This is an optimization exercise on Yosys and OpenROAD, whose aim is small area, a short achievable clock period and few clock cycles, not a production implementation. Function was not checked in any run shown here: the RTL went through the layout flow alone. Power figures rest on the tool's default switching activity, not on a simulated workload.

File: flow/design.v
module spitfp_core (
    input  wire       clk,
    input  wire       rst,         
    input  wire       in_valid,
    output wire       in_ready,
    input  wire [7:0] in_data,
    output wire       out_valid,
    input  wire       out_ready,
    output wire [7:0] out_data
);
    localparam [20:0] BAUD_MIN      = 21'd400000;
    localparam [20:0] BAUD_MAX      = 21'd2000000;
    localparam [20:0] BAUD_RESET    = 21'd1400000;
    localparam [20:0] DYN_MIN_RESET = 21'd400000;
    localparam [1:0] RX_SEEK = 2'd0;
    localparam [1:0] RX_ACC  = 2'd1;
    localparam [1:0] RX_FC   = 2'd2;
    localparam [1:0] TX_IDLE = 2'd0;
    localparam [1:0] TX_DATA = 2'd1;
    localparam [1:0] TX_ACK  = 2'd2;
    localparam [1:0] SM_SEEK  = 2'd0;
    localparam [1:0] SM_CAND  = 2'd1;
    localparam [1:0] SM_REDIR = 2'd3;
    function [31:0] sinc;
        input [31:0] x;
        sinc = (&x) ? x : x + 32'd1;
    endfunction
    function [7:0] rotl;
        input [7:0] x;
        rotl = {x[6:0], x[7]};
    endfunction
    function [7:0] rotr;
        input [7:0] x;
        rotr = {x[0], x[7:1]};
    endfunction
    reg [7:0]  rb   [0:63];      
    reg [7:0]  pbuf [0:23];      
    reg [7:0]  srx  [0:23];      
    reg [5:0]  head;
    reg [5:0]  tail;
    reg [6:0]  used;
    reg [1:0]  rx_state;
    reg [4:0]  rx_len;
    reg [4:0]  send_len;
    reg [4:0]  slot_tx_len;
    reg [4:0]  slot_rx_len;
    reg [1:0]  tx_src;
    reg [4:0]  tx_idx;
    reg        tx_sent, tx_due, tx_rel;
    reg [7:0]  tx_seqb, tx_sum;
    reg [3:0]  seq_cur, sls;
    reg        ack_owed;
    reg [31:0] now_reg, last_send, zero_run;
    reg [31:0] c_eack, c_efr, c_emsg, c_eovf, c_brick, c_brlet;
    reg [20:0] baud_cfg, baud_cur, baud_new, dyn_min;
    reg        baud_change, dyn_en;
    reg [7:0] ib0, ib1;
    reg [11:0] id0, id1;        
    reg       iv0, iv1;
    reg       in_rdy;
    assign in_ready = in_rdy;
    wire in_fire = in_valid & in_rdy;
    wire in_hi0  = (in_data[7:4] == 4'd0);
    wire [11:0] in_dec;
    assign in_dec[0]  = in_hi0 && (in_data[3:0] == 4'h1);
    assign in_dec[1]  = in_hi0 && (in_data[3:0] == 4'h2);
    assign in_dec[2]  = in_hi0 && (in_data[3:0] == 4'h3);
    assign in_dec[3]  = in_hi0 && (in_data[3:0] == 4'h4);
    assign in_dec[4]  = in_hi0 && (in_data[3:0] == 4'h5);
    assign in_dec[5]  = in_hi0 && (in_data[3:0] == 4'h6);
    assign in_dec[6]  = in_hi0 && (in_data[3:0] == 4'h7);
    assign in_dec[7]  = in_hi0 && (in_data[3:0] == 4'h8);
    assign in_dec[8]  = in_hi0 && (in_data[3:0] == 4'h9);
    assign in_dec[9]  = in_hi0 && (in_data[3:0] == 4'hA);
    assign in_dec[10] = !(in_hi0 && (in_data[3:0] != 4'h0) && (in_data[3:0] <= 4'hA));
    assign in_dec[11] = (in_data == 8'd0);
    wire go;
    always @(posedge clk) begin
        if (rst) begin
            iv0 <= 1'b0;
            iv1 <= 1'b0;
            in_rdy <= 1'b1;
        end else if (go) begin
            if (iv1) begin
                ib0 <= ib1;
                id0 <= id1;
                iv0 <= 1'b1;
            end else begin
                ib0 <= in_data;
                id0 <= in_dec;
                iv0 <= in_fire;
            end
            iv1 <= 1'b0;
            in_rdy <= 1'b1;
        end else begin
            if (!iv0) begin
                ib0 <= in_data;
                id0 <= in_dec;
                iv0 <= in_fire;
            end else if (!iv1) begin
                ib1 <= in_data;
                id1 <= in_dec;
                iv1 <= in_fire;
            end
            in_rdy <= !(iv1 | (iv0 & in_fire));
        end
    end
    reg        ov, ov1;
    reg [7:0]  od, od1;
    assign out_valid = ov;
    assign out_data  = od;
    wire       pv;              
    wire [7:0] pd;
    wire       pop = ov & out_ready;
    always @(posedge clk) begin
        if (rst) begin
            ov  <= 1'b0;
            ov1 <= 1'b0;
        end else if (pop || !ov) begin
            if (ov1) begin
                od  <= od1;
                ov  <= 1'b1;
                ov1 <= pv;
                od1 <= pd;
            end else begin
                od  <= pd;
                ov  <= pv;
                ov1 <= 1'b0;
            end
        end else if (pv) begin
            od1 <= pd;
            ov1 <= 1'b1;
        end
    end
    reg        e_opc, e_rx, e_rd, e_sn, e_sd, e_en, e_w;
    reg        w_tick, w_baud, w_dyn, w_prop;
    reg [3:0]  kq;              
    reg [20:0] arg;             
    reg        en_b;
    reg [7:0]  sub_rem;
    reg        sub_l;           
    reg        sub_f;           
    reg [4:0]  sub_n;
    reg [1:0]  sub_st;          
    reg        f_ltmin, f_gtmax, f_ltdyn;
    reg        t_borrow, t_lo, t_hz;
    reg        t3_pend, t3_to;
    integer k;
    reg        r_act, r_drain;
    reg [4:0]  r_idx, r_last;
    reg [17:0] r_oh;            
    reg [4:0]  pb_off;
    reg        sc_act;
    reg [1:0]  sm;
    reg [7:0]  rq;              
    reg        rz, rl;          
    reg [5:0]  ra;              
    reg [7:0]  sh;              
    reg [4:0]  soff;            
    reg [4:0]  sL, sLm1;
    reg [7:0]  sseq;
    reg        scopy;
    wire tx_wait = (tx_src == TX_DATA) && (tx_idx == 5'd2) && (pb_off != 5'd0);
    wire stall_c = r_act || ov1 || t3_pend || tx_wait;
    wire go_opc  = iv0 && e_opc && !stall_c;    
    assign go = iv0 && (!e_opc || !stall_c);     
    wire [7:0] b = ib0;
    wire       b_zero  = id0[11];
    wire       o_reset = e_opc && id0[0];
    wire       o_tick  = e_opc && id0[1];
    wire       o_rx    = e_opc && id0[2];
    wire       o_tx    = e_opc && id0[3];
    wire       o_sub   = e_opc && id0[4];
    wire       o_drain = e_opc && id0[5];
    wire       o_rd    = e_opc && id0[6];
    wire       o_baud  = e_opc && id0[7];
    wire       o_dyn   = e_opc && id0[8];
    wire       o_prop  = e_opc && id0[9];
    wire       o_inv   = e_opc && id0[10];
    wire [7:0] cmin_b = kq[0] ? 8'h80 : kq[1] ? 8'h1A : kq[2] ? 8'h06 : 8'h00;
    wire [7:0] cmax_b = kq[0] ? 8'h80 : kq[1] ? 8'h84 : kq[2] ? 8'h1E : 8'h00;
    wire [7:0] dyn_b  = kq[0] ? dyn_min[7:0] : kq[1] ? dyn_min[15:8] :
                        kq[2] ? {3'd0, dyn_min[20:16]} : 8'h00;
    wire [7:0] ls_b   = kq[0] ? last_send[7:0] : kq[1] ? last_send[15:8] :
                        last_send[23:16];
    wire       n_ltmin = (b < cmin_b) || ((b == cmin_b) && !kq[0] && f_ltmin);
    wire       n_gtmax = (b > cmax_b) || ((b == cmax_b) && !kq[0] && f_gtmax);
    wire       n_ltdyn = (b < dyn_b)  || ((b == dyn_b)  && !kq[0] && f_ltdyn);
    wire       t_bin   = !kq[0] && t_borrow;
    wire [7:0] ls_b1   = ls_b + 8'd1;
    wire       t_zero  = t_bin ? (b == ls_b1) : (b == ls_b);       
    wire       t_bout  = t_bin ? (b <= ls_b) : (b < ls_b);        
    wire [7:0] ls0     = last_send[7:0];
    wire       t_small = (b == ls0) || (b == ls0 + 8'd1) || (b == ls0 + 8'd2) ||
                         (b == ls0 + 8'd3) || (b == ls0 + 8'd4);   
    wire [7:0] ls3     = last_send[31:24];
    wire [7:0] ls3p1   = last_send[31:24] + 8'd1;
    wire       t_eq3   = t_borrow ? (b == ls3p1) : (b == ls3);
    wire       t_to    = !(t_lo && t_hz && t_eq3);      
    wire        f_lo    = b_zero && f_ltmin;
    wire        f_hi    = !b_zero || f_gtmax;
    wire        f_ld    = b_zero && f_ltdyn;
    wire [20:0] clampv  = f_lo ? BAUD_MIN : (f_hi ? BAUD_MAX : arg);
    wire [20:0] propv   = f_ld ? dyn_min  : (f_hi ? BAUD_MAX : arg);
    wire [31:0] rv [0:17];
    assign rv[0]  = {19'd0, (zero_run[31:4] != 28'd0), tx_rel, tx_due, tx_sent,
                     tx_src, rx_state, baud_change, ack_owed,
                     (send_len != 5'd0),
                     (slot_tx_len != 5'd0) || (send_len != 5'd0),
                     (slot_rx_len != 5'd0)};
    assign rv[1]  = {16'd0, 3'd0, tx_idx, sls, seq_cur};
    assign rv[2]  = c_eack;
    assign rv[3]  = c_efr;
    assign rv[4]  = c_emsg;
    assign rv[5]  = c_eovf;
    assign rv[6]  = c_brick;
    assign rv[7]  = c_brlet;
    assign rv[8]  = {11'd0, baud_cfg};
    assign rv[9]  = {11'd0, baud_cur};
    assign rv[10] = {11'd0, baud_new};
    assign rv[11] = {31'd0, dyn_en};
    assign rv[12] = {11'd0, dyn_min};
    assign rv[13] = zero_run;
    assign rv[14] = last_send;
    assign rv[15] = {3'd0, rx_len, 3'd0, slot_rx_len, 3'd0, slot_tx_len, 3'd0, send_len};
    assign rv[16] = {25'd0, used};
    assign rv[17] = now_reg;
    reg [31:0] reg_val;
    always @(*) begin
        reg_val = 32'd0;
        for (k = 0; k < 18; k = k + 1)
            if (r_oh[k]) reg_val = reg_val | rv[k];
    end
    reg [7:0] r_byte;
    always @(*) begin
        if (r_drain)
            r_byte = srx[r_idx];
        else case (r_idx[1:0])
            2'd0: r_byte = reg_val[7:0];
            2'd1: r_byte = reg_val[15:8];
            2'd2: r_byte = reg_val[23:16];
            default: r_byte = reg_val[31:24];
        endcase
    end
    wire r_push = r_act && !ov1;
    wire       tx_i1   = (tx_idx == 5'd1);
    wire       tx_last = (tx_idx == send_len - 5'd1);
    wire [7:0] txd_b   = tx_i1 ? tx_seqb : (tx_last ? tx_sum : pbuf[0]);
    wire [7:0] txa_b   = tx_i1 ? tx_seqb : tx_sum;
    wire [7:0] tx_b    = (tx_src == TX_IDLE) ? (tx_due ? {3'd0, send_len} :
                                                (ack_owed ? 8'h03 : 8'h00)) :
                         (tx_src == TX_DATA) ? txd_b : txa_b;
    wire       tx_pl   = go_opc && o_tx && (tx_src == TX_DATA) && !tx_i1 && !tx_last;
    wire s_fin = e_sd && sub_l;
    wire w_fin = e_w && kq[3];
    wire x_push = (go_opc && (o_tx || o_drain || o_inv)) ||
                  (iv0 && (e_rd || (e_sn && b_zero) || s_fin || (w_fin && !w_tick)));
    reg [7:0] x_byte;
    always @(*) begin
        if (e_opc)
            x_byte = o_tx ? tx_b : (o_drain ? {3'd0, slot_rx_len} : 8'h03);
        else if (e_rd)
            x_byte = (b <= 8'h11) ? 8'd0 : 8'd3;
        else if (e_sn)
            x_byte = 8'd2;
        else if (e_sd)
            x_byte = {6'd0, sub_st};
        else
            x_byte = (w_prop && !dyn_en) ? 8'd4 : 8'd0;
    end
    assign pv = x_push || r_push;
    assign pd = x_push ? x_byte : r_byte;
    wire [7:0] rbyte = rb[ra];
    wire       rb_z    = (rbyte == 8'd0);
    wire       rb_l    = (rbyte >= 8'd3) && (rbyte <= 8'd27);
    wire       hb_len  = rl;
    wire       used0   = (used == 7'd0);
    wire       h_short = ({1'b0, used} < rq);
    wire       c_cse   = (soff == sLm1);
    wire       c_data   = (sL != 5'd3);
    wire [3:0] c_own    = sseq[7:4];
    wire [3:0] c_ackn   = sseq[3:0];
    wire [7:0] sseq_n   = (cand && !c_cse && soff == 5'd1) ? rq : sseq;
    wire       c_new_c  = c_data && (sseq_n[7:4] != 4'd0) && (sseq_n[7:4] != sls);
    reg        c_new, c_stall, ack_match, c_dup, c_own0, cg;
    always @(posedge clk) begin
        c_new     <= c_new_c;
        c_stall   <= c_new_c && (slot_rx_len != 5'd0);
        ack_match <= (send_len != 5'd0) && tx_sent && (sseq_n[3:0] == seq_cur);
        c_own0    <= (sseq_n[7:4] == 4'd0);
        c_dup     <= (sseq_n[7:4] == sls);
        cg        <= (rbyte == rotl(sh ^ rq));    
    end
    wire [3:0] seq_next  = (seq_cur == 4'd15) ? 4'd1 : seq_cur + 4'd1;
    wire       cand     = sc_act && (sm == SM_CAND);
    wire       seek     = sc_act && (sm == SM_SEEK);
    wire       s_stop0  = seek && used0;
    wire       s_idle   = seek && !used0 && rz;
    wire       s_badl   = seek && !used0 && !rz && !hb_len;
    wire       s_stopa  = seek && !used0 && hb_len && h_short;
    wire       s_start  = seek && !used0 && hb_len && !h_short;
    wire       c_good   = cg;
    wire       d_fin    = cand && c_cse;
    wire       d_bad    = d_fin && !c_good;
    wire       d_stall  = d_fin && c_good && c_stall;
    wire       d_take   = d_fin && c_good && !c_stall;
    wire       sc_stop  = s_stop0 || s_stopa || d_stall;
    wire       cp_on    = cand && scopy && !c_cse;
    wire [5:0] head_p1 = head + 6'd1;
    always @(posedge clk) begin
        if (r_push) begin
            r_idx <= r_idx + 5'd1;
            if (r_idx == r_last) r_act <= 1'b0;
        end
        if ((e_sd && iv0 && sub_st == 2'd0) || tx_pl ||
            ((pb_off != 5'd0) && !(e_sd && sub_st == 2'd0) &&
             !((tx_src == TX_DATA) && !tx_i1 && (tx_idx != 5'd2) && !tx_last))) begin
            for (k = 0; k < 23; k = k + 1)
                pbuf[k] <= pbuf[k+1];
            pbuf[23] <= (e_sd && sub_st == 2'd0) ? b : pbuf[0];
            pb_off   <= (pb_off == 5'd0 || (e_sd && iv0 && sub_f && sub_st == 2'd0)) ? 5'd23 : pb_off - 5'd1;
        end
        if (!sc_act) begin
            rq <= rbyte;
            rz <= rb_z;
            rl <= rb_l;
            ra <= head;
        end else begin
            case (sm)
            SM_SEEK: begin
                if (s_idle || s_badl) begin
                    head <= head + 6'd1;
                    used <= used - 7'd1;
                    rq   <= rbyte;
                    rz   <= rb_z;
                    rl   <= rb_l;
                    ra   <= ra + 6'd1;
                end
                if (s_idle) zero_run <= sinc(zero_run);
                if (s_badl) c_efr    <= sinc(c_efr);
                if (s_start) begin
                    sm    <= SM_CAND;
                    sL    <= rq[4:0];
                    sLm1  <= rq[4:0] - 5'd1;
                    soff  <= 5'd1;
                    sh    <= rotl(rq);
                    scopy <= (slot_rx_len == 5'd0);
                    rq    <= rbyte;
                    rz    <= rb_z;
                    rl    <= rb_l;
                    ra    <= ra + 6'd1;
                end
            end
            SM_CAND: begin
                if (!c_cse) begin
                    sh   <= rotl(sh ^ rq);
                    soff <= soff + 5'd1;
                    if (soff == 5'd1) sseq <= rq;
                end
                rq <= rbyte;
                rz <= rb_z;
                rl <= rb_l;
                ra <= ra + 6'd1;
                if (d_bad) begin
                    if (sL == 5'd3) c_eack <= sinc(c_eack);
                    else            c_emsg <= sinc(c_emsg);
                    head <= head_p1;
                    used <= used - 7'd1;
                    ra   <= head_p1;
                    sm   <= SM_REDIR;
                end
                if (d_take) begin
                    head     <= head + {1'b0, sL};
                    used     <= used - {2'd0, sL};
                    zero_run <= 32'd0;
                    sm       <= SM_SEEK;
                    if (ack_match) begin
                        if (tx_src == TX_DATA) begin
                            tx_rel <= 1'b1;
                        end else begin
                            send_len <= 5'd0;
                            tx_sent  <= 1'b0;
                            tx_due   <= 1'b0;
                            tx_rel   <= 1'b0;
                            seq_cur  <= seq_next;
                        end
                    end
                    if (c_data) begin
                        if (c_own0) begin
                            c_efr <= sinc(c_efr);
                        end else if (c_dup) begin
                            ack_owed <= 1'b1;
                        end else begin
                            slot_rx_len <= sL - 5'd3;
                            sls         <= c_own;
                            ack_owed    <= 1'b1;
                            c_brlet     <= sinc(c_brlet);
                        end
                    end
                end
                if (d_stall) sm <= SM_SEEK;
            end
            default: begin    
                rq <= rbyte;
                rz <= rb_z;
                rl <= rb_l;
                ra <= ra + 6'd1;
                sm <= SM_SEEK;
            end
            endcase
        end
        if (cp_on) begin
            for (k = 0; k < 24; k = k + 1)
                if (soff == k + 2) srx[k] <= rq;
        end
        if (sc_stop) begin
            sc_act <= 1'b0;
            ra     <= head;
            if (s_stop0) begin
                rx_state <= RX_SEEK;
                rx_len   <= 5'd0;
            end else if (s_stopa) begin
                rx_state <= RX_ACC;
                rx_len   <= rq[4:0];
            end else begin
                rx_state <= RX_FC;
                rx_len   <= sL;
            end
        end
        if ((iv0 && w_fin && w_tick && (!sc_act || sc_stop)) || (t3_pend && sc_stop)) begin
            t3_pend <= 1'b0;
            if (send_len == 5'd0 && slot_tx_len != 5'd0) begin
                send_len    <= slot_tx_len + 5'd3;
                slot_tx_len <= 5'd0;
                tx_sent     <= 1'b0;
                tx_rel      <= 1'b0;
                tx_due      <= 1'b1;
            end else if (send_len != 5'd0 && tx_sent && !tx_due &&
                         tx_src != TX_DATA && (t3_pend ? t3_to : t_to)) begin
                tx_due <= 1'b1;
            end
            if (baud_change && tx_src == TX_IDLE) begin
                baud_cur    <= baud_new;
                baud_change <= 1'b0;
            end
        end else if (iv0 && w_fin && w_tick) begin
            t3_pend <= 1'b1;
            t3_to   <= t_to;
        end
        if (iv0) begin
            if (go_opc) begin
                if (o_tick) begin
                    e_opc <= 1'b0; e_w <= 1'b1; kq <= 4'b0001;
                    w_tick <= 1'b1; w_baud <= 1'b0; w_dyn <= 1'b0; w_prop <= 1'b0;
                    sc_act <= 1'b1;
                    sm     <= SM_SEEK;
                    ra     <= head + 6'd1;
                end
                if (o_rx)  begin e_opc <= 1'b0; e_rx <= 1'b1; end
                if (o_sub) begin e_opc <= 1'b0; e_sn <= 1'b1; end
                if (o_rd)  begin e_opc <= 1'b0; e_rd <= 1'b1; end
                if (o_baud || o_prop) begin
                    e_opc <= 1'b0; e_w <= 1'b1; kq <= 4'b0001;
                    w_tick <= 1'b0; w_baud <= o_baud; w_dyn <= 1'b0; w_prop <= o_prop;
                end
                if (o_dyn) begin
                    e_opc <= 1'b0; e_en <= 1'b1;
                    w_tick <= 1'b0; w_baud <= 1'b0; w_dyn <= 1'b1; w_prop <= 1'b0;
                end
                if (o_tx) begin
                    if (tx_src == TX_IDLE) begin
                        if (tx_due) begin
                            tx_seqb   <= {seq_cur, sls};
                            tx_sum    <= rotl({3'd0, send_len});
                            tx_src    <= TX_DATA;
                            tx_idx    <= 5'd1;
                            tx_due    <= 1'b0;
                            tx_sent   <= 1'b1;
                            last_send <= now_reg;
                            ack_owed  <= 1'b0;
                        end else if (ack_owed) begin
                            tx_seqb  <= {4'd0, sls};
                            tx_sum   <= 8'h06;
                            tx_src   <= TX_ACK;
                            tx_idx   <= 5'd1;
                            ack_owed <= 1'b0;
                        end
                    end else if (tx_src == TX_DATA) begin
                        tx_sum <= rotl(tx_sum ^ txd_b);
                        if (tx_last) begin
                            tx_src <= TX_IDLE;
                            tx_idx <= 5'd0;
                            if (tx_rel) begin
                                send_len <= 5'd0;
                                tx_sent  <= 1'b0;
                                tx_due   <= 1'b0;
                                tx_rel   <= 1'b0;
                                seq_cur  <= seq_next;
                            end
                        end else begin
                            tx_idx <= tx_idx + 5'd1;
                        end
                    end else begin
                        tx_sum <= rotl(tx_sum ^ txa_b);
                        if (tx_idx == 5'd2) begin
                            tx_src <= TX_IDLE;
                            tx_idx <= 5'd0;
                        end else begin
                            tx_idx <= tx_idx + 5'd1;
                        end
                    end
                end
                if (o_drain) begin
                    slot_rx_len <= 5'd0;
                    if (slot_rx_len != 5'd0) begin
                        r_act   <= 1'b1;
                        r_drain <= 1'b1;
                        r_idx   <= 5'd0;
                        r_last  <= slot_rx_len - 5'd1;
                    end
                end
            end
            if (e_rx) begin
                e_rx <= 1'b0; e_opc <= 1'b1;
                rb[tail] <= b;
                tail <= tail + 6'd1;
                if (used[6]) begin
                    head     <= head + 6'd1;
                    ra       <= head_p1;
                    c_eovf   <= sinc(c_eovf);
                    rx_state <= RX_SEEK;
                    rx_len   <= 5'd0;
                end else begin
                    used <= used + 7'd1;
                end
            end
            if (e_rd) begin
                e_rd <= 1'b0; e_opc <= 1'b1;
                r_act   <= 1'b1;
                r_drain <= 1'b0;
                r_idx   <= 5'd0;
                r_last  <= 5'd3;
                for (k = 0; k < 18; k = k + 1)
                    r_oh[k] <= (b == k);
            end
            if (e_sn) begin
                e_sn    <= 1'b0;
                sub_n   <= b[4:0];
                sub_rem <= b;
                sub_l   <= (b == 8'd1);
                sub_f   <= 1'b1;
                if (b == 8'd0 || b > 8'd24)
                    sub_st <= 2'd2;
                else if (slot_tx_len != 5'd0 || send_len != 5'd0)
                    sub_st <= 2'd1;
                else
                    sub_st <= 2'd0;
                if (b == 8'd0) e_opc <= 1'b1;
                else           e_sd  <= 1'b1;
            end
            if (e_sd) begin
                sub_rem <= sub_rem - 8'd1;
                sub_l   <= (sub_rem == 8'd2);
                sub_f   <= 1'b0;
                if (sub_l) begin
                    e_sd <= 1'b0; e_opc <= 1'b1;
                    if (sub_st == 2'd0) begin
                        slot_tx_len <= sub_n;
                        c_brick     <= sinc(c_brick);
                    end
                end
            end
            if (e_en) begin
                e_en <= 1'b0; e_w <= 1'b1; kq <= 4'b0001;
                en_b <= (b != 8'd0);
            end
            if (e_w) begin
                kq <= {kq[2:0], 1'b0};
                f_ltmin  <= n_ltmin;
                f_gtmax  <= n_gtmax;
                f_ltdyn  <= n_ltdyn;
                t_borrow <= t_bout;
                if (kq[0]) begin
                    t_lo <= t_small;
                    t_hz <= 1'b1;
                end else begin
                    t_hz <= t_hz && t_zero;
                end
                if (kq[0]) arg[7:0]   <= b;
                if (kq[1]) arg[15:8]  <= b;
                if (kq[2]) arg[20:16] <= b[4:0];
                if (w_tick) begin
                    if (kq[0]) now_reg[7:0]   <= b;
                    if (kq[1]) now_reg[15:8]  <= b;
                    if (kq[2]) now_reg[23:16] <= b;
                    if (kq[3]) now_reg[31:24] <= b;
                end
                if (kq[3]) begin
                    e_w <= 1'b0; e_opc <= 1'b1;
                    if (w_baud) begin
                        baud_cfg <= clampv;
                        if (!dyn_en) begin
                            baud_new    <= clampv;
                            baud_change <= 1'b1;
                        end
                    end
                    if (w_dyn) begin
                        dyn_en  <= en_b;
                        dyn_min <= clampv;
                        if (!en_b) begin
                            baud_new    <= baud_cfg;
                            baud_change <= 1'b1;
                        end
                    end
                    if (w_prop && dyn_en) begin
                        baud_new    <= propv;
                        baud_change <= 1'b1;
                    end
                end
            end
        end
        if (rst || (go_opc && o_reset)) begin
            head <= 6'd0; tail <= 6'd0; used <= 7'd0;
            rx_state <= RX_SEEK; rx_len <= 5'd0;
            send_len <= 5'd0; slot_tx_len <= 5'd0; slot_rx_len <= 5'd0;
            tx_src <= TX_IDLE; tx_idx <= 5'd0;
            tx_sent <= 1'b0; tx_due <= 1'b0; tx_rel <= 1'b0;
            seq_cur <= 4'd1; sls <= 4'd0; ack_owed <= 1'b0;
            now_reg <= 32'd0; last_send <= 32'd0; zero_run <= 32'd0;
            c_eack <= 32'd0; c_efr <= 32'd0; c_emsg <= 32'd0;
            c_eovf <= 32'd0; c_brick <= 32'd0; c_brlet <= 32'd0;
            baud_cfg <= BAUD_RESET; baud_cur <= BAUD_RESET; baud_new <= BAUD_RESET;
            baud_change <= 1'b0; dyn_en <= 1'b1; dyn_min <= DYN_MIN_RESET;
            ra <= 6'd0;
        end
        if (rst) begin
            e_opc <= 1'b1; e_rx <= 1'b0; e_rd <= 1'b0; e_sn <= 1'b0;
            e_sd <= 1'b0; e_en <= 1'b0; e_w <= 1'b0;
            sc_act  <= 1'b0;
            t3_pend <= 1'b0;
            r_act   <= 1'b0;
            pb_off  <= 5'd0;
        end
    end
endmodule
File: flow/run.sh
#!/bin/bash
# synth_recipe.tcl (not shown) runs the flow's synth.tcl, then flattens the netlist and writes it again
# the make line also repeats each setting of config.mk as NAME=value (left out here)
make -C /OpenROAD-flow-scripts/flow DESIGN_CONFIG=/design/flow/config.mk WORK_HOME=/design/flow/orfs CLKGATE_MAP_FILE= SYNTH_SCRIPT=/design/flow/synth_recipe.tcl finish
File: flow/config.mk
export PLATFORM = sky130hd
export DESIGN_NAME = spitfp_core
export DESIGN_NICKNAME = spitfp_core
export VERILOG_FILES = /design/flow/design.v
export SDC_FILE = /design/flow/constraint.sdc
export NUM_CORES = 4
export LEC_CHECK = 0
export CAP_MARGIN = 20
export CORE_MARGIN = 2
export CORE_UTILIZATION = 30
export PLACE_DENSITY = 0.5
export SETUP_SLACK_MARGIN = 5.0
export SLEW_MARGIN = 20
File: flow/constraint.sdc
create_clock -name core_clock -period 8.0 [get_ports {clk}]
set_input_delay 1.6000 -clock core_clock [delete_from_list [all_inputs] [get_ports {clk}]]
set_output_delay 1.6000 -clock core_clock [all_outputs]
set_load 0.01 [all_outputs]
==> results of run 1 <==
## final cells by class
class                      count  area, sq um
sequential                  1560        42200
clock buffer                 228         4611
multi-input combinational   3774        27400
clock inverter                83        890.9
fill                       22440       146700
tap                         3026         3786
timing repair inverter         2        27.53
inverter                     118        490.5
timing repair buffer         358         3800
antenna                        5        12.51
## placed cells by master, fill, tap and decap left out, types with 115 or more instances in the layout
cell,instances
sky130_fd_sc_hd__nand4_1,126
sky130_fd_sc_hd__nand2_1,520
sky130_fd_sc_hd__buf_4,239
sky130_fd_sc_hd__clkbuf_16,178
sky130_fd_sc_hd__mux2i_1,115
sky130_fd_sc_hd__dfxtp_1,438
sky130_fd_sc_hd__nor2_1,476
sky130_fd_sc_hd__a22oi_1,169
sky130_fd_sc_hd__xnor2_1,187
sky130_fd_sc_hd__o21ai_0,163
sky130_fd_sc_hd__nand3_1,172
sky130_fd_sc_hd__xor2_1,121
sky130_fd_sc_hd__edfxtp_1,1088
sky130_fd_sc_hd__a21oi_1,266
## power groups by stage
stage	sequential, mW	clock [mW]	combinational [mW]
final	9.85	7.81	2.22
after global routing	9.90	8.25	2.35
after CTS	9.87	7.93	2.05
after detailed placement	10.0	0	1.72
after global placement	10.0	0	1.70
after floorplan	9.91	0	1.01
## cell families (layout without fill, tap and decap cells)
| kind of cell | count (synthesis) | in the layout | share of synthesized area [%] |
|---|---|---|---|
| AO/OA/AOI/OAI | 1158 | 1160 | 11.47 |
| XOR/XNOR | 309 | 309 | 3.900 |
| adder cells (fa/ha/maj) | 88 | 88 | 1.608 |
| buffers and inverters | 475 | 789 | 2.872 |
| flip-flops | 1560 | 1560 | 60.69 |
| multiplexers | 279 | 279 | 5.957 |
| other | 0 | 5 | 0 |
| AND/OR/NAND/NOR | 1935 | 1938 | 13.50 |
## stage by stage
stage                     cell area [sq um]  worst slack [ns]  utilization, %  hold slack, ns
after floorplan                       69530             4.813               -          0.4003
after global placement                72880             3.350           31.70          0.4018
after detailed placement              72920             3.661           31.72          0.4045
after CTS                             81270             4.741           35.35          0.4184
after global routing                  83210             4.786           36.19          0.4194
final                                 83220             4.802           36.20          0.3965
## layer usage
metal | up-vias | share of wire [%]
li1 | 22310 | -
met1 | 25870 | 43
met2 | 2289 | 44
met3 | 413 | 9.2
met4 | 12 | 3.6
met5 | - | 0.034
## timing repair
action / CTS / global route
hold buffers: 0 / 0
resized for setup: 445 / 192
cloned: 16 / 10
setup buffers: 100 / 107
pin swaps: 80 / 69
endpoints found under the setup margin: 1380 / 674
## how the worst min path moves through the flow
stage / endpoint / depth (start not counted) / slack (ns) / from
finish: pbuf[8][7] / 0 / 0.40 / pbuf[9][7]
global route: pbuf[10][7] / 0 / 0.42 / pbuf[11][7]
CTS: pbuf[6][3] / 0 / 0.42 / pbuf[7][3]
detailed placement: pbuf[21][0] / 0 / 0.40 / pbuf[22][0]
global placement: pbuf[14][4] / 0 / 0.40 / pbuf[15][4]
floorplan: pbuf[0][0] / 0 / 0.40 / pbuf[1][0]
==> reports/qor.csv, run 1 <==
stage;metric;value;unit
logic_synthesis;synth_enable_flop_cells;1088;
clock_tree;skew_pair_late_insertion_delay;0.87;ns
critical_path;path_class;reg -> out;
cells_and_area;finish.net_count;6082;
critical_path;crit_required;6.40;ns
cells_and_area;area_growth_syn_to_layout;19.91;%
logic_synthesis;synth_flop_cell;sky130_fd_sc_hd__edfxtp_1;
floorplanning;initial_utilization;30.19;%
global_route;global_route.overflow_total;0;
critical_path;timing.reg2reg.worst_path_depth;11;
sta;worst-slew-pin-transition;1.118;ns
critical_path;crit_end;out_data[3];
logic_synthesis;number_of_nets_in_the_synthesized_netlist;5904;
clock_tree;numCtsBuffers;168;
power_and_ir_drop;design_power_total;19.88;mW
critical_path;timing.critical_path.max_delay_family;flip-flops;
sta;fin_crit_sh;39.97;%
power_and_ir_drop;power_frac_comb;11.2;%
logic_synthesis;yosysTopAreaCellShare;47.08;%
global_route;antenna_found_initial;12;
sta;report.final.slew_viol_count;0;
critical_path;crit_fanout;1;
global_route;grt_start_max_net_pins;148;
placed_design;routabilityCongestion;0.9325;
route;drt_drc_violations_left;0;
floorplanning;pin_count;22;
clock_tree;clock_tree.buffer_depth;3;
clock_tree;clock_tree_from_tritoncts;built;
floorplanning;placementRows;176;
floorplanning;die_y;485.0;um
route;drtAntennaViolNets;0;
outcome;status;timing/DRC/antenna clean;
placed_design;dp_hpwl;158700;um
critical_path;critPathLaunchType;register;
critical_path;crit_arrival;1.60;ns
power_and_ir_drop;seqPwrFrac;49.5;%
route;firstDrtPassIters;7;
placed_design;port_buffers;21;
critical_path;crit-reg2reg-capture;od[1];
global_route;first_global_vias;47940;
route;drtIter0Drc;6258;
global_route;gr-max-usage-layer;met2;
cells_and_area;layout-drive-gt1-share;19.03;%
logic_synthesis;synth_top_cell_by_area;sky130_fd_sc_hd__edfxtp_1;
sta;timing.final.crit_period;3.198;ns
clock_tree;cts_root_buffer;sky130_fd_sc_hd__clkbuf_16;
clock_tree;cts.sink_count;1560;
logic_synthesis;synthesis.yosys.warnings;3;
sta;final.setup_skew;0.06544;ns
cells_and_area;reg.largest.list;rb x512, pbuf x192, srx x192;
sta;setup_tns_final;0;ns
route;detailroute.via_count;50880;
cells_and_area;largest_register;rb;
logic_synthesis;synth_area_leaders;sky130_fd_sc_hd__edfxtp_1 47%, sky130_fd_sc_hd__dfxtp_1 14%, sky130_fd_sc_hd__mux4_2 3.3%;
sta;rsz0062_at_grt;true;
sta;maximum_clock_frequency;312.7;MHz
logic_synthesis;synth_common_cells;1,088 x sky130_fd_sc_hd__edfxtp_1, 552 x sky130_fd_sc_hd__nor2_1, 532 x sky130_fd_sc_hd__nand2_1;
logic_synthesis;synth.most_common_cell;sky130_fd_sc_hd__edfxtp_1;
critical_path;crit-reg2reg-launch;send_len[0];
power_and_ir_drop;ir_worst_vdd;0.2381;mV
route;wire_per_inst;27.01;um
floorplanning;die_w;485.0;um
global_route;grtUsageTotal;20.14;%
power_and_ir_drop;power.net_switching;5.155;mW
sta;slew_headroom;25.28;%
critical_path;worst_path_max_delay_cell;sky130_fd_sc_hd__edfxtp_1;
floorplanning;core;0.2299;sq mm
placed_design;dp_cells;8605;
clock_tree;worst_setup_hold_path_clk_slew;0.06;ns
logic_synthesis;count_of_cell_types_in_the_netlist;108;
logic_synthesis;ys_seq_elements;1560;
logic_synthesis;postSynthAreaPerCell;11.96;sq um
power_and_ir_drop;p_leak;26.73;nW
cells_and_area;largest_register_ff_count;512;
route;routed_wirelength;247200;um
route;route.detailed.vias_per_inst;5.559;
sta;final_hold_viol_count;0;
power_and_ir_drop;power_frac_clock;39.3;%
critical_path;setup.reg_to_reg.worst_slack;4.86;ns
logic_synthesis;synthCells;5804;
cells_and_area;instances_no_fill;9154;
critical_path;path_buf_inv;1;
hold_path;hp-class;reg -> reg;
global_route;grtUsageMet2;30.38;%
critical_path;timing.critical_path.cells;buf_2;
sta;setup_viol;0;
run;cap_violations;0;
critical_path;max_stage_delay;0.53;ns
critical_path;crit_path_end_kind;output port;
global_route;groute.layer.met1.usage;28.26;%
global_route;grt_pass1_wl;348800;um
power_and_ir_drop;sw_frac_of_total;25.93;%
logic_synthesis;ys_seq_area_share;60.69;%
power_and_ir_drop;pwr_density_cell;238.9;mW/mm^2
clock_tree;cts.htree.levels;4;
critical_path;crit_path_start;od[3];
critical_path;worstSetupPathDepth;1;
power_and_ir_drop;intPower;14.72;mW
global_route;globalRouteMet3Util;4.655;%
logic_synthesis;asyncSetResetFlopFracSynth;0;%
floorplanning;die_area;0.2352;sq mm
logic_synthesis;netlist_area;0.06940;sq mm
==> run 2, diff against run 1 <==
--- a/flow/config.mk
+++ b/flow/config.mk
@@ -7,7 +7,7 @@
 export LEC_CHECK = 0
 export CAP_MARGIN = 20
 export CORE_MARGIN = 2
-export CORE_UTILIZATION = 30
-export PLACE_DENSITY = 0.5
+export CORE_UTILIZATION = 40
+export PLACE_DENSITY = 0.6
 export SETUP_SLACK_MARGIN = 5.0
 export SLEW_MARGIN = 20
==> reports/qor.csv, run 2 <==
stage;metric;value;unit;change
floorplanning;core;0.1719;sq mm;-25%
global_route;grt_pass1_wl;333000;um;-4.5%
power_and_ir_drop;p_leak;26.37;nW;-1.3%
clock_tree;clock_tree.buffer_depth;3;;unchanged
cells_and_area;final_common_cell;sky130_fd_sc_hd__edfxtp_1;;
logic_synthesis;synth_enable_flop_cells;1088;;unchanged
cells_and_area;nFillCells;15310;;-32%
logic_synthesis;synth_compound_gate_area_share;11.47;%;unchanged
sta;setup_viol;0;;unchanged
logic_synthesis;synth.most_common_cell;sky130_fd_sc_hd__edfxtp_1;;
power_and_ir_drop;sw_frac_of_total;25.67;%;-0.27 points
sta;final.setup.worst_slack;4.713;ns;-0.08918 ns
placed_design;pre_cts_slack;3.740;ns;+0.07839 ns
logic_synthesis;synth_area_leaders;sky130_fd_sc_hd__edfxtp_1 47%, sky130_fd_sc_hd__dfxtp_1 14%, sky130_fd_sc_hd__mux4_2 3.3%;;
logic_synthesis;synth_common_cells;1,088 x sky130_fd_sc_hd__edfxtp_1, 552 x sky130_fd_sc_hd__nor2_1, 532 x sky130_fd_sc_hd__nand2_1;;
route;drt_drc_violations_left;0;;unchanged
power_and_ir_drop;pwr_density_cell;244.7;mW/mm^2;+2.4%
critical_path;crit_path_start;r_oh[9];;
logic_synthesis;synthesis.yosys.warnings;3;;unchanged
global_route;global_route.overflow_total;0;;unchanged
sta;fin_crit_sh;41.08;%;+1.1 points
critical_path;crit_required;8.58;ns;+2.18 ns
floorplanning;initial_utilization;40.37;%;+10 points
critical_path;crit_arrival;3.86;ns;+2.26 ns
sta;timing.final.crit_period;3.287;ns;+0.08918 ns
clock_tree;clock_tree_from_tritoncts;built;;
clock_tree;cts_hold_buf;0;;unchanged
cells_and_area;layout-drive-gt1-share;17.52;%;-1.5 points
clock_tree;cts.htree.levels;4;;unchanged
hold_path;worstHoldPathCells;0;;unchanged
power_and_ir_drop;design_power_total;19.88;mW;about the same
clock_tree;cts_root_buffer;sky130_fd_sc_hd__clkbuf_16;;
logic_synthesis;yosysTopAreaCellShare;47.08;%;unchanged
sta;rsz0062_at_grt;true;;
floorplanning;die_w;420.5;um;-13%
cells_and_area;finish.net_count;6039;;-0.71%
route;route.detailed.vias_per_inst;6.083;;+9.4%
global_route;first_global_vias;47250;;-1.4%
logic_synthesis;synth.area.mux_share;5.957;%;unchanged
power_and_ir_drop;seqPwrFrac;49.4;%;about the same
route;firstDrtPassIters;6;;-1
route;routed_wirelength;234100;um;-5.3%
global_route;antenna_found_initial;9;;-3
logic_synthesis;number_of_nets_in_the_synthesized_netlist;5904;;unchanged
logic_synthesis;synth-xor-area-share;3.900;%;unchanged
global_route;grtUsageTotal;25.69;%;+5.6 points
sta;setup_tns_final;0;ns;unchanged
sta;slew_headroom;24.67;%;-0.60 points
critical_path;setup.reg_to_reg.worst_slack;4.71;ns;-0.15 ns
sta;final.setup_skew;0.02642;ns;-0.03902 ns
floorplanning;pin_count;22;;unchanged
sta;final_hold_viol_count;0;;unchanged
route;drtIter0Drc;7331;;+17%
floorplanning;die_area;0.1769;sq mm;-25%
logic_synthesis;synth_simple_gate_area_share;13.50;%;unchanged
placed_design;place_area;0.07197;sq mm;-1.3%
clock_tree;numCtsBuffers;162;;-3.6%
critical_path;timing.reg2reg.worst_path_depth;9;;-2
critical_path;critPathLaunchType;register;;
clock_tree;skew_pair_late_insertion_delay;0.83;ns;-0.04 ns
cells_and_area;layout.cells.most_common_list;1,088 x sky130_fd_sc_hd__edfxtp_1, 522 x sky130_fd_sc_hd__nand2_1, 488 x sky130_fd_sc_hd__nor2_1;;
logic_synthesis;postSynthAreaPerCell;11.96;sq um;unchanged
placed_design;dp_cells;7886;;-8.4%
placed_design;port_buffers;21;;unchanged
power_and_ir_drop;power_frac_comb;11.9;%;+0.7 points
critical_path;crit_fanout;21;;+20
route;detailroute.via_count;51050;;+0.33%
logic_synthesis;netlist_area;0.06940;sq mm;unchanged
logic_synthesis;synth_flop_cell;sky130_fd_sc_hd__edfxtp_1;;
cells_and_area;instances_no_fill;8392;;-8.3%
power_and_ir_drop;ir_worst_vdd;0.2292;mV;-3.7%
placed_design;dp_hpwl;151800;um;-4.3%
route;wire_per_inst;27.90;um;+3.3%
logic_synthesis;asyncSetResetFlopFracSynth;0;%;unchanged
logic_synthesis;synthCells;5804;;unchanged
cells_and_area;largest_register;rb;;
critical_path;path_class;reg -> reg;;
power_and_ir_drop;intPower;14.78;mW;+0.39%
logic_synthesis;synth_top_cell_by_area;sky130_fd_sc_hd__edfxtp_1;;
sta;maximum_clock_frequency;304.2;MHz;-2.7%
clock_tree;cts.sink_count;1560;;unchanged
cells_and_area;reg.largest.list;rb x512, pbuf x192, srx x192;;
logic_synthesis;yosys.area_share.adder;1.608;%;unchanged
logic_synthesis;synth_top_family_by_area;simple AND/OR/NAND/NOR gates;;
global_route;grt_start_max_net_pins;97;;-34%
critical_path;crit_path_end_kind;register;;
critical_path;crit_end;od[2];;
cells_and_area;largest_register_ff_count;512;;unchanged
logic_synthesis;ys_seq_elements;1560;;unchanged
clock_tree;worst_setup_hold_path_clk_slew;0.06;ns;about the same
floorplanning;die_y;420.5;um;-13%
floorplanning;placementRows;152;;-14%
route;drtAntennaViolNets;0;;unchanged
logic_synthesis;ys_seq_area_share;60.69;%;unchanged
run;cap_violations;0;;unchanged
power_and_ir_drop;power.net_switching;5.103;mW;-1.0%
cells_and_area;final_core_util;47.26;%;+11 points
outcome;status;timing/DRC/antenna clean;;
sta;fin_hold_ws;0.4053;ns;+0.008786 ns
hold_path;hp-class;reg -> reg;;
placed_design;routabilityCongestion;1.017;;+9.1%
logic_synthesis;count_of_cell_types_in_the_netlist;108;;unchanged
power_and_ir_drop;power_frac_clock;38.8;%;-0.5 points
cells_and_area;area_growth_syn_to_layout;17.08;%;
critical_path;crit-reg2reg-capture;od[2];;
critical_path;crit-reg2reg-launch;r_oh[9];;
sta;report.final.slew_viol_count;0;;unchanged
cells_and_area;design_area;0.08126;sq mm;-2.4%
sta;worst-slew-pin-transition;1.130;ns;+0.01176 ns
## run 2: cell counts after synthesis
No cell type changed its count.
## run 2: area by class of cell
type                       count  area (sq um)  area share (%)
antenna                        3         7.507        0.009239
clock buffer                 217          4482           5.516
clock inverter                87         909.6           1.119
inverter                     118         478.0          0.5882
multi-input combinational   3773         26950           33.17
sequential                  1560         42190           51.92
tap                         2310          2890           3.557
timing repair buffer         319          3284           4.042
timing repair inverter         5         65.06         0.08007
## run 2: what timing repair did
item | 4_1_cts | 5_1_grt
gates cloned | 17 | 10
endpoints found under the hold margin | 0 | 0
resized for setup | 361 | 146
setup endpoints to repair | 1425 | 493
setup buffers | 92 | 79
pin swaps | 60 | 57
## run 2: critical path: stages, from the launching register on
cell and delay, ns:
sky130_fd_sc_hd__edfxtp_1 0.39, sky130_fd_sc_hd__buf_4 0.27, sky130_fd_sc_hd__a22oi_1 0.60, sky130_fd_sc_hd__and3_1 0.28, sky130_fd_sc_hd__nand4_1 0.14, sky130_fd_sc_hd__a221o_1 0.42
sky130_fd_sc_hd__o221ai_1 0.21, sky130_fd_sc_hd__o311a_4 0.32, sky130_fd_sc_hd__a31oi_1 0.10, sky130_fd_sc_hd__mux2_2 0.29
## run 2: logic make-up (layout without fill, tap and decap cells)
| logic type | Yosys count | after routing |
|---|---|---|
| adder cells (fa/ha/maj) | 88 | 88 |
| other | 0 | 3 |
| multiplexers | 279 | 279 |
| flip-flops | 1560 | 1560 |
| AO/OA/AOI/OAI | 1158 | 1161 |
| buffers and inverters | 475 | 746 |
| AND/OR/NAND/NOR | 1935 | 1936 |
| XOR/XNOR | 309 | 309 |
## run 2: power groups by stage
stage               clock, mW  sequential [mW]  combinational, mW
global placement            0             9.96               1.73
floorplan                   0             9.91               1.01
finish                   7.71             9.82               2.36
detailed placement          0             9.99               1.75
CTS                      7.81             9.82               2.18
global route             8.12             9.87               2.46
## run 2: worst min path at each step
stage | startpoint | endpoint | slack, ns
after CTS | pbuf[15][7] | pbuf[14][7] | 0.41
final | pbuf[15][7] | pbuf[14][7] | 0.41
after global routing | pbuf[11][4] | pbuf[10][4] | 0.42
after detailed placement | pbuf[1][2] | pbuf[0][2] | 0.40
after global placement | pbuf[10][3] | pbuf[9][3] | 0.40
after floorplan | pbuf[1][0] | pbuf[0][0] | 0.40
## run 2: metal layers
metal,global-route usage [%],vias up,part of all wire [%]
met5,0,-,0.0056
li1,-,22230,-
met2,37.02,2844,42
met4,11.23,2,4.8
met3,6.660,562,11
met1,36.32,25420,42
==> run 3, diff against run 2 <==
--- a/flow/design.v
+++ b/flow/design.v
@@ -47,7 +47,8 @@
     reg [1:0]  tx_src;
     reg [4:0]  tx_idx;
     reg        tx_sent, tx_due, tx_rel;
-    reg [7:0]  tx_seqb, tx_sum;
+    reg [3:0]  tx_sl;           
+    reg [7:0]  tx_sum;
     reg [3:0]  seq_cur, sls;
     reg        ack_owed;
     reg [31:0] now_reg, last_send, zero_run;
@@ -55,25 +56,30 @@
     reg [20:0] baud_cfg, baud_cur, baud_new, dyn_min;
     reg        baud_change, dyn_en;
     reg [7:0] ib0, ib1;
-    reg [11:0] id0, id1;        
+    reg [11:0] id0;             
     reg       iv0, iv1;
     reg       in_rdy;
     assign in_ready = in_rdy;
     wire in_fire = in_valid & in_rdy;
-    wire in_hi0  = (in_data[7:4] == 4'd0);
-    wire [11:0] in_dec;
-    assign in_dec[0]  = in_hi0 && (in_data[3:0] == 4'h1);
-    assign in_dec[1]  = in_hi0 && (in_data[3:0] == 4'h2);
-    assign in_dec[2]  = in_hi0 && (in_data[3:0] == 4'h3);
-    assign in_dec[3]  = in_hi0 && (in_data[3:0] == 4'h4);
-    assign in_dec[4]  = in_hi0 && (in_data[3:0] == 4'h5);
-    assign in_dec[5]  = in_hi0 && (in_data[3:0] == 4'h6);
-    assign in_dec[6]  = in_hi0 && (in_data[3:0] == 4'h7);
-    assign in_dec[7]  = in_hi0 && (in_data[3:0] == 4'h8);
-    assign in_dec[8]  = in_hi0 && (in_data[3:0] == 4'h9);
-    assign in_dec[9]  = in_hi0 && (in_data[3:0] == 4'hA);
-    assign in_dec[10] = !(in_hi0 && (in_data[3:0] != 4'h0) && (in_data[3:0] <= 4'hA));
-    assign in_dec[11] = (in_data == 8'd0);
+    function [11:0] opdec;
+        input [7:0] x;
+        begin
+            opdec[0]  = (x == 8'h01);
+            opdec[1]  = (x == 8'h02);
+            opdec[2]  = (x == 8'h03);
+            opdec[3]  = (x == 8'h04);
+            opdec[4]  = (x == 8'h05);
+            opdec[5]  = (x == 8'h06);
+            opdec[6]  = (x == 8'h07);
+            opdec[7]  = (x == 8'h08);
+            opdec[8]  = (x == 8'h09);
+            opdec[9]  = (x == 8'h0A);
+            opdec[10] = (x == 8'h00) || (x > 8'h0A);
+            opdec[11] = (x == 8'h00);
+        end
+    endfunction
+    wire [11:0] in_dec  = opdec(in_data);
+    wire [11:0] ib1_dec = opdec(ib1);
     wire go;
     always @(posedge clk) begin
         if (rst) begin
@@ -83,7 +89,7 @@
         end else if (go) begin
             if (iv1) begin
                 ib0 <= ib1;
-                id0 <= id1;
+                id0 <= ib1_dec;
                 iv0 <= 1'b1;
             end else begin
                 ib0 <= in_data;
@@ -99,7 +105,6 @@
                 iv0 <= in_fire;
             end else if (!iv1) begin
                 ib1 <= in_data;
-                id1 <= in_dec;
                 iv1 <= in_fire;
             end
             in_rdy <= !(iv1 | (iv0 & in_fire));
@@ -161,7 +166,7 @@
     reg [7:0]  sseq;
     reg        scopy;
     wire tx_wait = (tx_src == TX_DATA) && (tx_idx == 5'd2) && (pb_off != 5'd0);
-    wire stall_c = r_act || ov1 || t3_pend || tx_wait;
+    wire stall_c = (r_act && !(r_drain && id0[2])) || ov1 || t3_pend || tx_wait;
     wire go_opc  = iv0 && e_opc && !stall_c;    
     assign go = iv0 && (!e_opc || !stall_c);     
     wire [7:0] b = ib0;
@@ -243,6 +248,7 @@
         endcase
     end
     wire r_push = r_act && !ov1;
+    wire [7:0] tx_seqb = (tx_src == TX_DATA) ? {seq_cur, tx_sl} : {4'd0, tx_sl};
     wire       tx_i1   = (tx_idx == 5'd1);
     wire       tx_last = (tx_idx == send_len - 5'd1);
     wire [7:0] txd_b   = tx_i1 ? tx_seqb : (tx_last ? tx_sum : pbuf[0]);
@@ -282,8 +288,9 @@
     wire [3:0] c_ackn   = sseq[3:0];
     wire [7:0] sseq_n   = (cand && !c_cse && soff == 5'd1) ? rq : sseq;
     wire       c_new_c  = c_data && (sseq_n[7:4] != 4'd0) && (sseq_n[7:4] != sls);
-    reg        c_new, c_stall, ack_match, c_dup, c_own0, cg;
+    reg        c_new, c_stall, ack_match, c_dup, c_own0, cg, ue;
     always @(posedge clk) begin
+        ue        <= (used == {2'd0, sL});
         c_new     <= c_new_c;
         c_stall   <= c_new_c && (slot_rx_len != 5'd0);
         ack_match <= (send_len != 5'd0) && tx_sent && (sseq_n[3:0] == seq_cur);
@@ -304,7 +311,9 @@
     wire       d_bad    = d_fin && !c_good;
     wire       d_stall  = d_fin && c_good && c_stall;
     wire       d_take   = d_fin && c_good && !c_stall;
-    wire       sc_stop  = s_stop0 || s_stopa || d_stall;
+    wire       used1    = (used == 7'd1);
+    wire       s_empty  = ((s_idle || s_badl) && used1) || (d_take && ue && !ack_match);
+    wire       sc_stop  = s_stop0 || s_stopa || d_stall || s_empty;
     wire       cp_on    = cand && scopy && !c_cse;
     wire [5:0] head_p1 = head + 6'd1;
     always @(posedge clk) begin
@@ -416,7 +425,7 @@
         if (sc_stop) begin
             sc_act <= 1'b0;
             ra     <= head;
-            if (s_stop0) begin
+            if (s_stop0 || s_empty) begin
                 rx_state <= RX_SEEK;
                 rx_len   <= 5'd0;
             end else if (s_stopa) begin
@@ -470,7 +479,7 @@
                 if (o_tx) begin
                     if (tx_src == TX_IDLE) begin
                         if (tx_due) begin
-                            tx_seqb   <= {seq_cur, sls};
+                            tx_sl     <= sls;
                             tx_sum    <= rotl({3'd0, send_len});
                             tx_src    <= TX_DATA;
                             tx_idx    <= 5'd1;
@@ -479,7 +488,7 @@
                             last_send <= now_reg;
                             ack_owed  <= 1'b0;
                         end else if (ack_owed) begin
-                            tx_seqb  <= {4'd0, sls};
+                            tx_sl    <= sls;
                             tx_sum   <= 8'h06;
                             tx_src   <= TX_ACK;
                             tx_idx   <= 5'd1;
--- a/flow/config.mk
+++ b/flow/config.mk
@@ -7,7 +7,7 @@
 export LEC_CHECK = 0
 export CAP_MARGIN = 20
 export CORE_MARGIN = 2
-export CORE_UTILIZATION = 40
-export PLACE_DENSITY = 0.6
+export CORE_UTILIZATION = 20
+export PLACE_DENSITY = 0.4
 export SETUP_SLACK_MARGIN = 5.0
 export SLEW_MARGIN = 20
==> reports/qor.csv, run 3 <==
stage;metric;value;unit;change
outcome;status;timing/DRC/antenna clean;;
global_route;grtUsageMet2;23.20;%;-14 points
sta;final_hold_viol_count;0;;unchanged
logic_synthesis;synth_common_cells;1,072 x sky130_fd_sc_hd__edfxtp_1, 559 x sky130_fd_sc_hd__nor2_1, 473 x sky130_fd_sc_hd__dfxtp_1;;
clock_tree;worst_setup_hold_path_clk_slew;0.06;ns;about the same
cells_and_area;finish.net_count;5987;;-0.86%
cells_and_area;layout-drive-gt1-share;20.08;%;+2.6 points
logic_synthesis;synth_top_cell_by_area;sky130_fd_sc_hd__edfxtp_1;;
global_route;groute.layer.met1.usage;19.82;%;-17 points
clock_tree;cts_hold_buf;0;;unchanged
global_route;grtUsageTotal;14.51;%;-11 points
logic_synthesis;number_of_nets_in_the_synthesized_netlist;5761;;-2.4%
cells_and_area;layout.cells.most_common_list;1,072 x sky130_fd_sc_hd__edfxtp_1, 536 x sky130_fd_sc_hd__nor2_1, 439 x sky130_fd_sc_hd__dfxtp_1;;
logic_synthesis;synthCells;5660;;-2.5%
sta;fin_crit_sh;42.53;%;+1.4 points
critical_path;crit_fanout;1;;-95%
floorplanning;initial_utilization;20.11;%;-20 points
sta;report.final.slew_viol_count;0;;unchanged
floorplanning;die_w;588.7;um;+40%
clock_tree;clock_tree_from_tritoncts;built;;
clock_tree;cts.sink_count;1545;;-0.96%
route;wire_per_inst;24.84;um;-11%
cells_and_area;final_common_cell;sky130_fd_sc_hd__edfxtp_1;;
floorplanning;die_y;588.7;um;+40%
critical_path;path_class;reg -> out;;
critical_path;timing.critical_path.max_delay_family;flip-flops;;
route;drt_drc_violations_left;0;;unchanged
route;drtIter0Drc;4805;;-34%
global_route;antenna_found_initial;21;;+12
logic_synthesis;ys_seq_area_share;60.93;%;+0.24 points
logic_synthesis;yosysTopAreaCellShare;47.08;%;about the same
cells_and_area;largest_register_ff_count;512;;unchanged
sta;maximum_clock_frequency;293.9;MHz;-3.4%
critical_path;crit-reg2reg-launch;r_oh[3];;
global_route;global_route.overflow_total;0;;unchanged
sta;setup_tns_final;0;ns;unchanged
clock_tree;skew_pair_late_insertion_delay;0.88;ns;+0.05 ns
sta;rsz0062_at_grt;true;;
clock_tree;cts_root_buffer;sky130_fd_sc_hd__clkbuf_16;;
critical_path;crit_path_end_kind;output port;;
route;firstDrtPassIters;7;;+1
critical_path;critPathLaunchType;register;;
critical_path;path_buf_inv;1;;unchanged
power_and_ir_drop;ir_worst_vdd;0.1672;mV;-27%
power_and_ir_drop;p_leak;27.73;nW;+5.1%
clock_tree;clock_tree.buffer_depth;4;;+1
floorplanning;core;0.3401;sq mm;+98%
route;detailroute.via_count;49650;;-2.7%
logic_synthesis;synth.most_common_cell;sky130_fd_sc_hd__edfxtp_1;;
critical_path;crit_required;6.40;ns;-2.18 ns
logic_synthesis;count_of_cell_types_in_the_netlist;106;;-1.9%
power_and_ir_drop;pwr_density_cell;238.6;mW/mm^2;-2.5%
logic_synthesis;synth_flop_cell;sky130_fd_sc_hd__edfxtp_1;;
critical_path;worst_path_max_delay_cell;sky130_fd_sc_hd__edfxtp_1;;
floorplanning;pin_count;22;;unchanged
cells_and_area;reg.largest.list;rb x512, pbuf x192, srx x192;;
cells_and_area;final_core_util;25.01;%;-22 points
logic_synthesis;synth_area_leaders;sky130_fd_sc_hd__edfxtp_1 47%, sky130_fd_sc_hd__dfxtp_1 14%, sky130_fd_sc_hd__mux4_2 3.4%;;
logic_synthesis;ys_seq_elements;1545;;-0.96%
sta;slew_headroom;21.78;%;-2.9 points
logic_synthesis;postSynthAreaPerCell;12.08;sq um;+1.0%
sta;timing.final.crit_period;3.402;ns;+0.1155 ns
route;routed_wirelength;262200;um;+12%
route;route.detailed.vias_per_inst;4.703;;-23%
global_route;first_global_vias;47760;;+1.1%
hold_path;min-delay-start;pbuf[4][0];;
placed_design;pre_cts_slack;3.473;ns;-0.2668 ns
route;drtAntennaViolNets;0;;unchanged
clock_tree;numCtsBuffers;176;;+8.6%
global_route;grt_start_max_net_pins;91;;-6.2%
placed_design;port_buffers;21;;unchanged
floorplanning;die_area;0.3465;sq mm;+96%
clock_tree;cts.htree.levels;4;;unchanged
logic_synthesis;synthesis.yosys.warnings;3;;unchanged
logic_synthesis;asyncSetResetFlopFracSynth;0;%;unchanged
critical_path;crit_path_start;od[6];;
sta;setup_viol;0;;unchanged
power_and_ir_drop;design_power_total;20.30;mW;+2.1%
sta;worst-slew-pin-transition;1.172;ns;+0.04182 ns
hold_path;hp-class;reg -> reg;;
placed_design;routabilityCongestion;0.8772;;-14%
floorplanning;placementRows;214;;+41%
logic_synthesis;synth_enable_flop_cells;1072;;-1.5%
run;cap_violations;0;;unchanged
sta;final.setup_skew;0.07320;ns;+0.04678 ns
global_route;grt_pass1_wl;367800;um;+10%
critical_path;timing.critical_path.cells;buf_2;;
placed_design;dp_hpwl;169500;um;+12%
global_route;globalRouteMet3Util;1.992;%;-4.7 points
logic_synthesis;netlist_area;0.06837;sq mm;-1.5%
cells_and_area;largest_register;rb;;
sta;final.setup.worst_slack;4.598;ns;-0.1155 ns
critical_path;max_stage_delay;0.70;ns;+0.10 ns
critical_path;crit_arrival;1.80;ns;-2.06 ns
cells_and_area;area_growth_syn_to_layout;24.40;%;
global_route;gr-max-usage-layer;met2;;
run 3: cell count changes in the layout (fill, tap and decap cells not counted), moves of 19 or more:
cell                      change
sky130_fd_sc_hd__buf_6       +28
sky130_fd_sc_hd__xnor2_1     -36
sky130_fd_sc_hd__o21ai_0     -32
sky130_fd_sc_hd__nor2_2      -28
sky130_fd_sc_hd__a21oi_1     -28
sky130_fd_sc_hd__nor3_1      -30
sky130_fd_sc_hd__nor2_1      +48
sky130_fd_sc_hd__nand2_1    -104
sky130_fd_sc_hd__xor2_1      +37
sky130_fd_sc_hd__buf_4       +19
run 3: kinds of logic after synthesis:
group           Yosys count  synth area share [%]
simple gates           1850                 13.26
mux                     285                 6.142
xor+xnor                313                 4.010
fa+ha+maj                89                 1.651
flops                  1545                 60.93
compound gates         1116                 11.34
buf+inv                 462                 2.665
run 3: worst paths after layout:
| path | to | slack [ns] | cells past startpoint |
|---|---|---|---|
| max | out_data[6] | 4.60 | 1 |
| min | pbuf[3][0] | 0.41 | 0 |
| max reg2reg | od[0] | 4.93 | 9 |
| min reg2reg | pbuf[3][0] | 0.41 | 0 |
run 3: metrics by stage:
stage	hold slack, ns	std cells	instance area (sq um)
floorplan	0.4003	5660	68610
global placement	0.4009	9982	74000
detailed placement	0.4045	9985	74050
CTS	0.4053	10440	82790
global route	0.4043	10550	85050
finish	0.4087	10560	85060
run 3: per-layer routing:
metal  part of all wire [%]  vias to the layer above  wire length, um
met5                  0.016                        -               43
met4                    4.3                        6            11150
met3                    6.0                      449            15810
met2                     45                     1742           119300
met1                     44                    25500           115900
li1                       -                    21960                -
run 3: what timing repair did:
item / 4_1_cts / 5_1_grt
resized for setup: 389 / 273
setup endpoints to repair: 943 / 617
cloned: 27 / 10
pin swaps: 59 / 122
buffers inserted: 119 / 103
run 3: cell type report:
type	count	area, sq um
clock inverters	86	864.6
diodes	5	12.51
inverters	111	454.2
repair buffers	386	4242
clock buffers	222	4825
flip-flops and latches	1545	41750
multi-input cells	3660	27130
well taps	4536	5675
fillers	35730	255000
repair inverters	6	102.6
run 3: power breakdown:
part	total (mW)	internal [mW]	switching (mW)
clock	8.20	4.75	3.46
sequential	9.79	9.48	0.314
combinational	2.30	0.801	1.50
total	20.3	15.0	5.27
==> run 4, diff against run 3 <==
--- a/flow/config.mk
+++ b/flow/config.mk
@@ -7,7 +7,7 @@
 export LEC_CHECK = 0
 export CAP_MARGIN = 20
 export CORE_MARGIN = 2
-export CORE_UTILIZATION = 20
-export PLACE_DENSITY = 0.4
+export CORE_UTILIZATION = 25
+export PLACE_DENSITY = 0.45
 export SETUP_SLACK_MARGIN = 5.0
 export SLEW_MARGIN = 20
==> reports/qor.csv, run 4 <==
stage;metric;value;unit;change
sta;slew_headroom;26.35;%;+4.6 points
floorplanning;initial_utilization;25.18;%;+5.1 points
sta;timing.final.crit_period;3.563;ns;+0.1603 ns
cells_and_area;nFillCells;27380;;-23%
logic_synthesis;ys_seq_elements;1545;;unchanged
cells_and_area;final_core_util;30.81;%;+5.8 points
logic_synthesis;number_of_nets_in_the_synthesized_netlist;5761;;unchanged
critical_path;timing.critical_path.cells;buf_2;;
critical_path;crit_path_end_kind;output port;;
logic_synthesis;synth_common_cells;1,072 x sky130_fd_sc_hd__edfxtp_1, 559 x sky130_fd_sc_hd__nor2_1, 473 x sky130_fd_sc_hd__dfxtp_1;;
critical_path;crit_arrival;1.96;ns;+0.16 ns
power_and_ir_drop;ir_worst_vdd;0.1557;mV;-6.9%
sta;final_hold_viol_count;0;;unchanged
logic_synthesis;asyncSetResetFlopFracSynth;0;%;unchanged
sta;setup_tns_final;0;ns;unchanged
sta;setup_viol;0;;unchanged
logic_synthesis;synthesis.yosys.warnings;3;;unchanged
placed_design;dp_hpwl;168800;um;-0.44%
cells_and_area;reg.largest.list;rb x512, pbuf x192, srx x192;;
floorplanning;die_y;527.0;um;-10%
logic_synthesis;postSynthAreaPerCell;12.08;sq um;unchanged
logic_synthesis;synth_top_cell_by_area;sky130_fd_sc_hd__edfxtp_1;;
route;drtIter0Drc;6018;;+25%
clock_tree;cts_root_buffer;sky130_fd_sc_hd__clkbuf_16;;
floorplanning;die_area;0.2777;sq mm;-20%
placed_design;port_buffers;21;;unchanged
clock_tree;clock_tree_from_tritoncts;built;;
route;route.detailed.vias_per_inst;5.234;;+11%
logic_synthesis;synth_enable_flop_cells;1072;;unchanged
outcome;status;timing/DRC/antenna clean;;
cells_and_area;layout-drive-gt1-share;19.39;%;-0.69 points
logic_synthesis;synthCells;5660;;unchanged
clock_tree;cts.htree.levels;4;;unchanged
sta;worst-slew-pin-transition;1.103;ns;-0.06853 ns
route;drtAntennaViolNets;0;;unchanged
critical_path;timing.critical_path.max_delay_family;flip-flops;;
sta;final.setup_skew;0.08088;ns;+0.007679 ns
logic_synthesis;netlist_area;0.06837;sq mm;unchanged
logic_synthesis;yosysTopAreaCellShare;47.08;%;unchanged
sta;report.final.slew_viol_count;0;;unchanged
route;drt_drc_violations_left;0;;unchanged
run;cap_violations;0;;unchanged
floorplanning;core;0.2715;sq mm;-20%
cells_and_area;area_growth_syn_to_layout;22.33;%;
global_route;grt_pass1_wl;358000;um;-2.6%
critical_path;path_class;reg -> out;;
placed_design;routabilityCongestion;0.9815;;+12%
critical_path;worst_path_max_delay_cell;sky130_fd_sc_hd__edfxtp_1;;
logic_synthesis;ys_seq_area_share;60.93;%;unchanged
sta;rsz0062_at_grt;true;;
power_and_ir_drop;pwr_density_cell;246.1;mW/mm^2;+3.1%
logic_synthesis;synth_flop_cell;sky130_fd_sc_hd__edfxtp_1;;
critical_path;crit_required;6.40;ns;about the same
hold_path;min-delay-start;pbuf[2][2];;
global_route;first_global_vias;47530;;-0.48%
critical_path;crit_path_start;od[6];;
sta;fin_crit_sh;44.53;%;+2.0 points
sta;maximum_clock_frequency;280.7;MHz;-4.5%
route;firstDrtPassIters;9;;+2
critical_path;critPathLaunchType;register;;
clock_tree;worst_setup_hold_path_clk_slew;0.07;ns;about the same
cells_and_area;layout.cells.most_common_list;1,072 x sky130_fd_sc_hd__edfxtp_1, 497 x sky130_fd_sc_hd__nor2_1, 443 x sky130_fd_sc_hd__nand2_1;;
route;detailroute.via_count;50240;;+1.2%
cells_and_area;largest_register;rb;;
clock_tree;clock_tree.buffer_depth;4;;unchanged
logic_synthesis;count_of_cell_types_in_the_netlist;106;;unchanged
sta;final.setup.worst_slack;4.437;ns;-0.1603 ns
power_and_ir_drop;p_leak;27.48;nW;-0.89%
critical_path;crit_fanout;2;;+1
floorplanning;pin_count;22;;unchanged
floorplanning;placementRows;191;;-11%
global_route;global_route.overflow_total;0;;unchanged
clock_tree;cts_hold_buf;0;;unchanged
cells_and_area;final_common_cell;sky130_fd_sc_hd__edfxtp_1;;
hold_path;hp-class;reg -> reg;;
logic_synthesis;synth.most_common_cell;sky130_fd_sc_hd__edfxtp_1;;
placed_design;pre_cts_slack;3.364;ns;-0.1086 ns
logic_synthesis;synth_area_leaders;sky130_fd_sc_hd__edfxtp_1 47%, sky130_fd_sc_hd__dfxtp_1 14%, sky130_fd_sc_hd__mux4_2 3.4%;;
critical_path;path_buf_inv;1;;unchanged
global_route;antenna_found_initial;9;;-57%
global_route;grt_start_max_net_pins;99;;+8.8%
global_route;grtUsageTotal;17.60;%;+3.1 points
clock_tree;cts.sink_count;1545;;unchanged
clock_tree;skew_pair_late_insertion_delay;0.87;ns;about the same
route;routed_wirelength;257100;um;-1.9%
power_and_ir_drop;design_power_total;20.58;mW;+1.4%
cells_and_area;largest_register_ff_count;512;;unchanged
floorplanning;die_w;527.0;um;-10%
cells_and_area;finish.net_count;5990;;+0.050%
route;wire_per_inst;26.78;um;+7.8%
clock_tree;numCtsBuffers;175;;-0.57%
cells_and_area;instances_no_fill;9600;;-9.1%
critical_path;max_stage_delay;0.85;ns;+0.15 ns
placed_design;dp_cells;9021;;-9.7%
critical_path;crit-reg2reg-launch;r_idx[0];;
## run 4: path summary, 6_finish.rpt
kind,end,slack [ns],depth (start not counted)
min,pbuf[1][2],0.40,0
max,out_data[6],4.44,1
min reg2reg,pbuf[1][2],0.40,0
max reg2reg,od[7],4.78,11
## run 4: timing repair
item | in CTS | in global routing
buffers inserted | 149 | 66
pin swaps | 76 | 49
endpoints found under the setup margin | 1265 | 757
cloned | 26 | 20
resized for setup | 448 | 170
## run 4: where the power goes
| part | leakage (nW) | internal, mW | switching [mW] |
|---|---|---|---|
| combinational | 11.0 | 1.05 | 1.63 |
| sequential | 13.7 | 9.48 | 0.274 |
| clock | 2.76 | 4.76 | 3.39 |
## run 4: final cells by class
cell class                 instances  area [sq um]  area share [%]
sequential                      1545         41740           49.90
multi-input combinational       3658         26890           32.15
clock buffer                     218          4674           5.589
tap                             3570          4467           5.341
timing repair buffer             383          4178           4.995
clock inverter                    94         983.4           1.176
inverter                         111         456.7          0.5460
timing repair inverter            15         239.0          0.2857
antenna                            6         15.01         0.01795
## run 4: per-stage QoR
step,hold slack (ns),area [sq um]
6_report,0.4038,83640
5_1_grt,0.4213,83630
4_1_cts,0.4104,81920
3_5_place_dp,0.4045,72820
3_3_place_gp,0.4017,72800
2_1_floorplan,0.4003,68610
## run 4: cells by family (layout without fill, tap and decap cells)
logic type | after synthesis | in the layout | share of synthesized area, %
AO/OA/AOI/OAI | 1116 | 1120 | 11.34
XOR/XNOR | 313 | 313 | 4.010
adder cells (fa/ha/maj) | 89 | 89 | 1.651
buffers and inverters | 462 | 821 | 2.665
multiplexers | 285 | 285 | 6.142
other | 0 | 6 | 0
flip-flops | 1545 | 1545 | 60.93
AND/OR/NAND/NOR | 1850 | 1851 | 13.26
## run 4: layer usage
| layer | vias to the layer above | global-route usage [%] | wire length, um |
|---|---|---|---|
| li1 | 22010 | - | - |
| met1 | 25690 | 24.93 | 114800 |
| met2 | 2076 | 26.72 | 112100 |
| met3 | 460 | 2.710 | 18940 |
| met4 | 2 | 7.083 | 11250 |
| met5 | - | 0 | 13 |

==> afterwards: timing with drivers on the ports <==
In the flow no input, the clock included, has a driving cell. The finished layouts below were timed again as built, in two steps.
Step 1, drivers: a clkbuf_16 drives clk and a buf_2 each remaining input, both assumed.
Step 2, shift: input delay + t, output delay - t, t = (earliest + latest rising clock arrival at the registers) / 2. This alone moves slack from input paths to output paths.
Slacks: ideal / step 1 / step 2; pairs: ideal / step 1.
run	shift t [ns]	setup slack, ns	clock arrival spread, ns
run 1	0.918	4.802 / 4.718 / 4.241	0.072 / 0.071
run 2	0.893	4.713 / 4.713 / 4.239	0.030 / 0.031
run 3	0.961	4.598 / 4.481 / 4.227	0.078 / 0.078
run 4	0.917	4.437 / 4.353 / 4.260	0.083 / 0.083
After both steps setup and hold are still met in every run listed. For run 1, which loses most, drivers alone change the setup slack by -0.084 ns; drivers and shift together by -0.561 ns.
